From an optimization exercise on the open Yosys and OpenROAD flow, aimed at small area, a short achievable clock period and few clock cycles; shortcuts taken in it are not production practice.
Where RTL was checked, it was by simulation tests only, not by an equivalence proof against the original.
Power figures rest on the tool's default switching activity, not on a simulated workload.

==> inputs of v18 <==
## video_entropy_coder
module video_entropy_coder (
    input  wire        clk,
    input  wire        rst,
    input  wire        cmd_valid,
    output wire        cmd_ready,
    input  wire [31:0] cmd,
    input  wire        coef_valid,
    output wire        coef_ready,
    input  wire [15:0] coef,
    output reg         tok_valid,
    output reg  [2:0]  tok_kind,
    output reg  [20:0] tok_val,
    output reg  [5:0]  tok_run,
    output reg  [3:0]  tok_len,
    output reg         tok_tab,
    output reg         diag_valid
);
export LEC_CHECK = 0
export CAP_MARGIN = 20
export CORE_MARGIN = 2
export CORE_UTILIZATION = 40
export CTS_CLUSTER_DIAMETER = 80
export CTS_CLUSTER_SIZE = 24
export PLACE_DENSITY = 0.6
export SLEW_MARGIN = 20
create_clock -name core_clock -period 11.0 [get_ports {clk}]
standard.sh (not shown) runs the stock make flow with config.mk's settings and CLKGATE_MAP_FILE= SYNTH_SCRIPT=/design/flow/synth_recipe.tcl, a recipe that flattens the netlist after the stock synthesis.
==> flow/flow/run.sh <==
#!/bin/bash
# The standard layout (the standard.sh: ORFS synthesis to final layout,
# unchanged), with the setup timing repair aimed below the design's clock
# period: repair_timing is asked for SETUP_SLACK_MARGIN ns of setup slack at
# the design's clock and constraints. The SDC is not changed.
set -o pipefail
export SETUP_SLACK_MARGIN=7.5
bash standard.sh > standard.log 2>&1
==> inputs of v15, as changes to v18 <==
--- a/flow/design.v
+++ b/flow/design.v
@@ -59,38 +59,29 @@
     localparam [4:0] S_M11  = 5'd19;    
     localparam [4:0] S_M12  = 5'd20;    
     integer i;
     genvar q, n;
     reg r1;                        
     always @(posedge clk)
         r1 <= rst;
-    reg        c_v;
-    reg [3:0]  c_op;
-    reg [3:0]  c_hi;               
-    reg [19:0] c_lo;               
-    reg [4:0]  st;
-    wire       fetch = (st == S_IDLE) & c_v & ~r1;
-    reg        c_rdy;              
+    reg  [4:0] st;
+    reg        c_rdy;
+    wire [3:0] c_op  = cmd[31:28];
+    wire [3:0] c_hi  = cmd[27:24];
+    wire [19:0] c_lo = cmd[19:0];
+    wire       fetch = (st == S_IDLE) & cmd_valid & c_rdy;
+    wire       st_idle_nx;        
     assign cmd_ready = c_rdy;
     always @(posedge clk) begin
-        if (rst) begin
-            c_v   <= 1'b0;
-            c_rdy <= 1'b1;
-        end else if (fetch) begin
-            c_v   <= 1'b0;
+        if (rst)
+            c_rdy <= 1'b0;
+        else if (r1)
             c_rdy <= 1'b1;
-        end else if (~c_v) begin
-            c_v   <= cmd_valid;
-            c_rdy <= ~cmd_valid;
-        end
-        if (~c_v) begin
-            c_op <= cmd[31:28];
-            c_hi <= cmd[27:24];
-            c_lo <= cmd[19:0];
-        end
+        else
+            c_rdy <= st_idle_nx;
     end
     reg [15:0] wb0, wb1;
     reg        wz0, wz1;           
     reg        wwp, wrp;           
     reg [1:0]  wcount;
     reg        cready;
     wire       wfire = coef_valid & cready;
@@ -168,17 +159,15 @@
     wire        la_w   = wtake & ~lmode;
     always @(posedge clk) begin
         for (i = 0; i < NSLOT; i = i + 1)
             if (sen[i])
                 sv[i] <= w0d;
     end
     reg  [5:0]  front;
-    wire [5:0]  cnt1    = cnt + 6'd1;
     wire [5:0]  front_0 = alt ? FRONT_ALT[cnt*6 +: 6]  : FRONT_ZIGZAG[cnt*6 +: 6];
-    wire [5:0]  front_1 = alt ? FRONT_ALT[cnt1*6 +: 6] : FRONT_ZIGZAG[cnt1*6 +: 6];
     wire [7:0]  f_hi1 = 8'd1 << front[5:3];
     wire [7:0]  f_hit = ~({8{1'b1}} << front[5:3]);
     wire [7:0]  f_lot = ~({8{1'b1}} << front[2:0]);
     wire [63:0] s_arr;
     generate
         for (q = 0; q < 64; q = q + 1) begin : g_arr
             assign s_arr[q] = s_full | f_hit[q/8] | (f_hi1[q/8] & f_lot[q%8]);
@@ -217,15 +206,16 @@
     generate
         for (q = 0; q < 64; q = q + 1) begin : g_start
             assign x_pend[q] = alt ? u_pend[SCAN_ALT[q*6 +: 6]] : u_pend[SCAN_ZIGZAG[q*6 +: 6]];
         end
     endgenerate
     wire        a_done = afull | (la_w & wlast);
     reg signed [15:0] pred0, pred1, pred2;
-    reg               intra_c, v_c, first_p;
+    reg               intra_c, v_c;
+    reg               seen;        
     reg [1:0]         cc_c;
     reg [3:0]  m_r;
     reg [20:0] m_x, m_y;
     reg        m_c;                                       
     reg        m_hi, m_lo;
     reg        m_neg, m_nz, m_oor;
     wire [20:0] m_m4   = {21{1'b1}} << (m_r + 5'd4);      
@@ -242,21 +232,21 @@
         case (cc_c)
             2'd0:    pred_sel = pred0;
             2'd1:    pred_sel = pred1;
             default: pred_sel = pred2;
         endcase
     end
     wire signed [15:0] blk0    = sv[0];
-    reg        p1_v, p1_first;      
+    reg        p1_v;                
     reg [5:0]  p1_f;
     reg        p2_v, p2_tab, p2_afirst;
     reg [5:0]  p2_run, p2_slot;
     reg [5:0]  lastf;
     wire [5:0] p1_slot = alt ? CLS_ALT[p1_f*6 +: 6] : CLS_ZIGZAG[p1_f*6 +: 6];
-    wire [5:0] p1_base = p1_first ? {6{~intra_c}} : lastf;
+    wire [5:0] p1_base = seen ? lastf : {6{~intra_c}};
     wire [NSLOT-1:0] occ_clr;
     generate
         for (q = 0; q < NSLOT; q = q + 1) begin : g_oclr
             assign occ_clr[q] = (p2_v & (p2_slot == q)) | ((q == 0) & (st == S_DC4));
         end
     endgenerate
     always @(posedge clk) begin
@@ -281,15 +271,15 @@
             ivlc     <= 1'b0;
             quiet    <= 1'b0;
             p1_v     <= 1'b0;
             p2_v     <= 1'b0;
             blk_cmd  <= 1'b0;
         end else begin
             occ <= (occ & ~occ_clr) | (wcls & {NSLOT{wtake & wnz}});
-            front <= wtake ? front_1 : front_0;
+            front <= front_0;
             if (wtake) begin
                 cnt  <= cnt + 6'd1;
                 wcls <= wcls_nx;
             end
             if (blk_cmd) begin
                 s_full <= a_done;
                 lmode  <= ~a_done;
@@ -303,28 +293,26 @@
                 end
             end
             p1_v    <= 1'b0;
             p2_v    <= 1'b0;
             blk_cmd <= 1'b0;
             case (st)
                 S_IDLE: begin
-                    if (c_v) begin
+                    if (fetch) begin
                         case (c_op)
                             4'h1: begin
                                 intra_c <= 1'b1;
                                 cc_c    <= c_hi[3:2];
                                 v_c     <= ivlc;
-                                first_p <= 1'b1;
                                 blk_cmd <= 1'b1;
                                 st      <= S_START;
                             end
                             4'h2: begin
                                 intra_c <= 1'b0;
                                 v_c     <= 1'b0;
-                                first_p <= 1'b1;
                                 blk_cmd <= 1'b1;
                                 st      <= S_START;
                             end
                             4'h3: begin
                                 m_r <= c_hi - 4'd1;
                                 m_x <= {c_lo[19], c_lo};
                                 st  <= S_M0;
@@ -375,18 +363,15 @@
                         default: pred2 <= blk0;
                     endcase
                     rel0 <= 1'b1;
                     st   <= S_WALK;
                 end
                 S_WALK: begin
                     if (tokgo) begin
-                        p1_v     <= 1'b1;
-                        p1_first <= first_p;
-                        p1_f     <= f_s;
-                        first_p  <= 1'b0;
+                        p1_v <= 1'b1;
                     end else if (~any_v & s_full) begin
                         st <= S_EOB;
                     end
                 end
                 S_EOB: begin
                     st <= S_EOB2;
                 end
@@ -448,23 +433,34 @@
                 end
                 S_M12: begin
                     st      <= S_IDLE;
                 end
                 default: st <= S_IDLE;
             endcase
             if (p1_v) begin
-                p2_v      <= 1'b1;
-                p2_afirst <= ~intra_c & p1_first;
-                p2_tab    <= v_c;
-                p2_run  <= p1_f + ~p1_base;
-                p2_slot <= p1_slot;
-                lastf   <= p1_f;
+                p2_v  <= 1'b1;
+                lastf <= p1_f;
             end
+            if (st == S_START)
+                seen <= 1'b0;
+            else if (p1_v)
+                seen <= 1'b1;
         end
     end
+    always @(posedge clk) begin
+        p1_f      <= f_s;
+        p2_afirst <= ~intra_c & ~seen;
+        p2_tab    <= v_c;
+        p2_run    <= p1_f + ~p1_base;
+        p2_slot   <= p1_slot;
+    end
+    wire st_undef = (st == 5'd16) | (st == 5'd17) | (st == 5'd18) | (st >= 5'd25);
+    assign st_idle_nx = ((st == S_IDLE) & ~(fetch & ((c_op == 4'h1) | (c_op == 4'h2) | (c_op == 4'h3))))
+                      | (st == S_EOB2) | (st == S_M12) | st_undef
+                      | ((st == S_M11) & ~((m_r != 4'd0) & m_nz));
     wire [15:0] level = sv[p2_slot];
     wire        d_dc  = (st == S_DC4);
     wire        d_eob = (st == S_EOB2);
     wire        d_mc  = (st == S_M11);
     wire        d_mb  = (st == S_M12);
     wire        d_v   = d_dc | d_eob | d_mc | d_mb;
     always @(posedge clk) begin
==> flow/flow/run.sh (replaced) <==
#!/bin/bash
# The standard layout (the standard.sh: ORFS synthesis to final layout,
# unchanged), with the setup timing repair aimed below the design's clock
# period: repair_timing is asked for SETUP_SLACK_MARGIN ns of setup slack at
# the design's clock and constraints. The SDC is not changed.
set -o pipefail
export SETUP_SLACK_MARGIN=7.7
bash standard.sh > standard.log 2>&1
- CORE_UTILIZATION: 40 -> 60
- PLACE_DENSITY: 0.6 -> 0.75
==> metrics.md <==
| Metric | Value |
|---|---|
| Outcome | timing/DRC/antenna clean |
| Post-Synth XOR/XNOR Area | 1.08% |
| Synthesis-stage register bit count | 1205 |
| Most frequent cells in the layout | 931 x edfxtp_1, 424 x nand2_1, 339 x nor2_1 |
| Hold_sp | p2_run[3] |
| Setup Buffers After CTS | 6 |
| Power in combinational cells | 0.00219 W |
| Area after DPL | 58100 sq um |
| Final core occ | 44.8% |
| Crit path DAT | 4.07 ns |
| P&R area growth vs syn | 11.3% |
| Via count | 42622 |
[end of results for v18]
==> metrics.md <==
| Metric | Value |
|---|---|
| Hold_sp | p2_run[4] |
| Setup Buffers After CTS | 13 |
| Via count | 42825 |
| P&R area growth vs syn | 10.4% |
| Area after DPL | 56200 sq um |
| Crit path DAT | 3.98 ns |
| Outcome | timing/DRC/antenna clean |
| Synthesis-stage register bit count | 1175 |
[end of results for v15]
Testbench counts of v15, summed over its fixed seeds: cycles 99,164.
For v18, only the layout was checked, not whether the RTL still works.

-- static timing again, ports no longer ideal --
No port has a modelled driver above. Below, the same layouts with a new extraction and two added sets of constraints. Step 1 (the two cells are an assumption about what drives the block):
set clk [get_ports {clk}]
set_driving_cell -lib_cell sky130_fd_sc_hd__clkbuf_16 $clk
set_driving_cell -lib_cell sky130_fd_sc_hd__buf_2 [delete_from_list [all_inputs] $clk]
Step 2 times the ports against the registers' clock, not the clock port: input delays grow and output delays shrink by t, the midpoint of the rising clock arrivals with the driver on. a / b / c = ideal ports / drivers / drivers and shift; a / b = the first two.
| run | t, ns | setup slack, ns | worst setup path after step 2 |
|---|---|---|---|
| v18 | 0.778 | 7.417 / 7.417 / 7.253 | input to register |
| v15 | 0.736 | 7.609 / 7.543 / 7.101 | input to register |
After both steps every run listed still meets setup and hold. For v15, which loses most, drivers alone change the setup slack by -0.066 ns; drivers and shift together by -0.508 ns.
